This is an optimization exercise on Yosys and OpenROAD, whose aim is small area, a short achievable clock period and few clock cycles, not a production implementation.
Function was checked by simulation only, so behaviour that the tests miss may differ from the original.

the previous run:
==> flow/design.v <==
module ice_rx (
    input  wire        clk,
    input  wire        rst,
    input  wire        in_valid,
    input  wire [7:0]  in_data,
    output wire        in_ready,
    output reg         bit_valid,
    output reg         bit_data,
    output wire        pay_valid,
    output wire [7:0]  pay_data,
    output reg         res_valid,
    output wire [1:0]  res_tag,
    output wire [3:0]  res_code,
    output wire [16:0] res_count,
    output wire [7:0]  res_f0,
    output wire [7:0]  res_f1,
    output wire [7:0]  res_f2,
    output wire [7:0]  res_f3,
    output wire [7:0]  res_f4,
    output wire [7:0]  res_decl
);
    localparam [1:0] TAG_UNREC = 2'd0, TAG_GOC = 2'd1, TAG_EIN = 2'd2, TAG_MBUS = 2'd3;
    localparam [1:0] P_IDLE = 2'd0, P_LEN_HI = 2'd1, P_LEN_LO = 2'd2, P_BODY = 2'd3;
    function [15:0] crc16_byte;
        input [15:0] c;
        input [7:0]  b;
        integer i;
        reg [15:0] x;
        begin
            x = c ^ {b, 8'h00};
            for (i = 0; i < 8; i = i + 1)
                x = x[15] ? ({x[14:0], 1'b0} ^ 16'h1021) : {x[14:0], 1'b0};
            crc16_byte = x;
        end
    endfunction
    assign in_ready = 1'b1;
    reg        v_q;
    reg [7:0]  d_q;
    reg        ws_q, wl_q, wst_q, wsp_q;    
    reg [1:0]  phase;
    reg [1:0]  chan;
    reg [15:0] r;            
    reg [16:0] c;            
    reg [7:0]  hdr0, hdr1, hdr2, hdr3, hdr4, decl;
    reg [15:0] ck;           
    reg [3:0]  code;         
    reg        last;         
    reg        pv;           
    reg        ng;           
    reg        eok;          
    reg        fst;          
    reg        hz;           
    reg        done;         
    assign res_tag   = chan;
    assign res_code  = code;
    assign res_count = c;
    assign res_f0    = hdr0;
    assign res_f1    = hdr1;
    assign res_f2    = hdr2;
    assign res_f3    = hdr3;
    assign res_f4    = hdr4;
    assign res_decl  = decl;
    assign pay_data  = d_q;
    wire is_goc  = (chan == TAG_GOC);
    wire is_ein  = (chan == TAG_EIN);
    wire is_mbus = (chan == TAG_MBUS);
    wire r_hi0   = (r[15:2] == 14'd0);
    wire r_is2   = r_hi0 & (r[1:0] == 2'd2);
    wire u       = &c[16:3];
    wire [2:0] cl = c[2:0];
    assign pay_valid = v_q & pv;
    wire pv_n = (is_ein  & ~r_is2 & (~c[16] | (u & cl == 3'd7))) |
                (is_mbus & ~r_hi0 & (~c[16] | (u & cl[2:1] == 2'b11)));
    wire [7:0] b = d_q;
    wire w_s  = hz & ws_q;
    wire w_l  = hz & wl_q;
    wire w_st = hz & wst_q;
    wire w_sp = hz & wsp_q;
    wire k_odd = c[0];
    wire      err = code[3] | code[2];
    reg       ev_err;
    reg [3:0] ev_code;
    reg       ev_bit;
    reg       ev_stop;
    always @(*) begin
        ev_err  = 1'b0;
        ev_code = 4'd0;
        ev_bit  = 1'b0;
        ev_stop = 1'b0;
        if (!eok) begin
            ev_err = 1'b1; ev_code = 4'd4;
        end else if (done) begin
            ev_err = 1'b1; ev_code = 4'd5;
        end else if (k_odd) begin
            if (!w_s) begin ev_err = 1'b1; ev_code = 4'd6; end
        end else if (!(w_s | w_l | w_st | w_sp)) begin
            ev_err = 1'b1; ev_code = 4'd6;
        end else if (fst) begin
            if (!w_st) begin ev_err = 1'b1; ev_code = 4'd8; end
        end else if (w_s | w_l) begin
            ev_bit = 1'b1;
        end else if (w_sp) begin
            ev_stop = 1'b1;
        end else begin
            ev_err = 1'b1; ev_code = 4'd8;
        end
    end
    wire        edge_byte = (r[1:0] == 2'd0);
    wire        word_end  = (r[1:0] == 2'd1);
    wire        z_q       = (b == 8'd0);
    wire        n_ng      = ng | (edge_byte & (b[7:1] != 7'd0));
    wire        n_err     = err | (word_end & ev_err);
    wire        n_done    = done | (word_end & ev_stop);
    wire [16:0] c_inc    = c + 17'd1;
    wire [16:0] l_p3     = {1'b0, hdr2, hdr1[7:2], 2'b11};    
    wire [12:0] nbits    = c[13:1] - 13'd1;
    wire        len_diff = (c[16:8] != 9'd0) | (c[7:0] != decl);
    wire [7:0]  sum_n    = ck[15:8] + b;
    wire [15:0] crc_n    = crc16_byte(ck, b);
    wire        ck_bad   = (b != ck[15:8]) | (ck[7:0] != 8'd0);
    wire [15:0] len      = {r[15:8], b};
    wire        short_e  = (len[15:2] == 14'd0);
    wire        short_m  = (len[15:3] == 13'd0);
    always @(posedge clk) begin
        v_q   <= in_valid & ~rst;
        d_q   <= in_data;
        ws_q  <= (in_data >= 8'd6)  & (in_data <= 8'd14);
        wl_q  <= (in_data >= 8'd26) & (in_data <= 8'd34);
        wst_q <= (in_data >= 8'd56) & (in_data <= 8'd64);
        wsp_q <= (in_data >= 8'd86) & (in_data <= 8'd94);
    end
    always @(posedge clk) begin
        begin
            res_valid <= 1'b0;
            bit_valid <= 1'b0;
            if (v_q) begin
                case (phase)
                P_IDLE: begin
                    hdr0 <= b;
                    if (b == 8'h47 || b == 8'h45 || b == 8'h4D) begin
                        chan  <= (b == 8'h47) ? TAG_GOC : (b == 8'h45) ? TAG_EIN : TAG_MBUS;
                        phase <= P_LEN_HI;
                    end else begin
                        chan      <= TAG_UNREC;
                        code      <= 4'd0;
                        c         <= 17'd1;
                        res_valid <= 1'b1;
                    end
                end
                P_LEN_HI: begin
                    r[15:8] <= b;
                    hdr2    <= b;
                    pv      <= 1'b0;
                    phase   <= P_LEN_LO;
                end
                P_LEN_LO: begin
                    r[7:0] <= b;
                    hdr1   <= b;
                    last   <= (len == 16'd1);
                    code   <= 4'd0;
                    done   <= 1'b0;
                    ck     <= is_ein ? 16'h0000 : 16'hFFFF;
                    case (chan)
                    TAG_GOC:  begin ng <= (b[1:0] != 2'd0); c <= (b[1:0] != 2'd0) ? 17'd4 : 17'd0; end
                    TAG_EIN:  begin ng <= short_e; c <= short_e ? 17'd1 : 17'h1FFFD; end
                    default:  begin ng <= short_m; c <= short_m ? 17'd1 : 17'h1FFF9; end
                    endcase
                    if (len == 16'd0) begin
                        phase     <= P_IDLE;
                        res_valid <= 1'b1;
                        c         <= 17'd0;
                        code      <= is_goc ? 4'd9 : 4'd1;
                    end else begin
                        phase <= P_BODY;
                    end
                end
                default: begin  
                    r    <= r - 16'd1;
                    last <= r_is2;
                    pv   <= pv_n & ~last;
                    ck   <= is_ein ? {sum_n, ck[7:0]} : crc_n;
                    if ((!is_goc || ng) && !last) c <= c_inc;
                    if (u) begin
                        if (is_ein) begin
                            if (cl == 3'd5) hdr0 <= b;
                            if (cl == 3'd6) hdr1 <= b;
                            if (cl == 3'd7) decl <= b;
                        end else begin
                            if (cl == 3'd1) hdr0 <= b;
                            if (cl == 3'd2) hdr1 <= b;
                            if (cl == 3'd3) hdr2 <= b;
                            if (cl == 3'd4) hdr3 <= b;
                            if (cl == 3'd5) hdr4 <= b;
                            if (cl == 3'd6) decl <= b;
                        end
                    end
                    if (is_goc) begin
                        ng <= n_ng;
                        if (edge_byte) begin
                            eok <= b[0] ^ c[0];
                            fst <= (c[13:0] == 14'd0);
                        end
                        if (r[1:0] == 2'd3) hz <= z_q;
                        if (r[1:0] == 2'd2) hz <= hz & z_q;
                        if (word_end) begin
                            if (!err) code <= ev_code;
                            done <= n_done;
                            if (!n_err) c <= c_inc;
                            if (!err && ev_bit) begin
                                bit_valid <= 1'b1;
                                bit_data  <= w_l;
                            end
                        end
                    end
                    if (last) begin
                        phase     <= P_IDLE;
                        res_valid <= 1'b1;
                        case (chan)
                        TAG_GOC: begin
                            if (n_ng) begin
                                chan <= TAG_UNREC;
                                c    <= (hdr1[1:0] != 2'd0) ? c : l_p3;
                                code <= 4'd0;
                            end else if (n_err) begin
                            end else if (!n_done) begin
                                code <= 4'd9;
                            end else begin
                                c    <= {4'd0, nbits};
                            end
                        end
                        default: begin
                            code <= 4'd0;
                            if (ng)            code <= 4'd1;
                            else if (len_diff) code <= 4'd2;
                            else if (ck_bad)   code <= 4'd3;
                        end
                        endcase
                    end
                end
                endcase
            end
        end
        if (rst) begin
            phase     <= P_IDLE;
            pv        <= 1'b0;
            res_valid <= 1'b0;
            bit_valid <= 1'b0;
        end
    end
endmodule
export LEC_CHECK = 0
export CAP_MARGIN = 20
export CORE_MARGIN = 2
export CORE_UTILIZATION = 60
export GPL_TIMING_DRIVEN = 0
export PLACE_DENSITY = 0.7
export SETUP_SLACK_MARGIN = 4.1
export SLEW_MARGIN = 20
create_clock -name core_clock -period 6.5 [get_ports {clk}]
standard.sh (not shown) runs the stock make flow with config.mk's settings and CLKGATE_MAP_FILE= SYNTH_SCRIPT=/design/flow/synth_recipe.tcl, a recipe that flattens the netlist after the stock synthesis.
==> flow/flow/run.sh <==
#!/bin/bash
set -euo pipefail
bash standard.sh \
  "BUFFER_PORTS_ARGS=-buffer_cell sky130_fd_sc_hd__buf_1" \
  "MATCH_CELL_FOOTPRINT=0" \
  "CTS_ARGS=-sink_clustering_enable -repair_clock_nets -dont_use_dummy_load -sink_clustering_size 30 -sink_clustering_max_diameter 60 -buf_list sky130_fd_sc_hd__clkbuf_4 -root_buf sky130_fd_sc_hd__clkbuf_16" \
  finish > standard.log 2>&1
Testbench counts of the previous run, summed over its fixed seeds: cycles 66,736.
The following lists how the current run was set up differently from the previous run:
Settings: clearing GPL_TIMING_DRIVEN, which used to be 0; swapping 60 for 70 in CORE_UTILIZATION; swapping 0.7 for 0.8 in PLACE_DENSITY.
==> results.txt <==
Number of sequential cells in the layout: the previous run vs the current run identical
The share of final-layout standard cells stronger than drive strength 1 number comes out lower for the current run vs the previous run.
Compare the previous run and the current run | summed area of non-filler cells in the final layout lower: the current run

[afterwards: timing with drivers on the ports]
Ports are ideal in the flow. The routed layouts listed here were re-timed in OpenROAD. Step 1 assumes that a clkbuf_16 drives the clock port and a buf_2 every other input. Step 2 adds t to the input delays and takes it off the output delays; t is the mean of the earliest and latest rising clock arrival at the registers after step 1. Input paths then give back, and output paths get back, about the clock's delay inside the block. a / b / c = ideal / step 1 / step 2; a / b = the first two.
run | t (ns) | setup slack, ns | pins driven straight from the clock port
the previous run | 0.406 | 3.874 / 3.874 / 3.874 | 1
the current run | 0.386 | 4.037 / 4.037 / 4.005 | 1
After both steps every run listed still meets setup and hold. The setup slack of the current run, which loses most, moves by 0.000 ns with the drivers and by -0.032 ns with both steps.
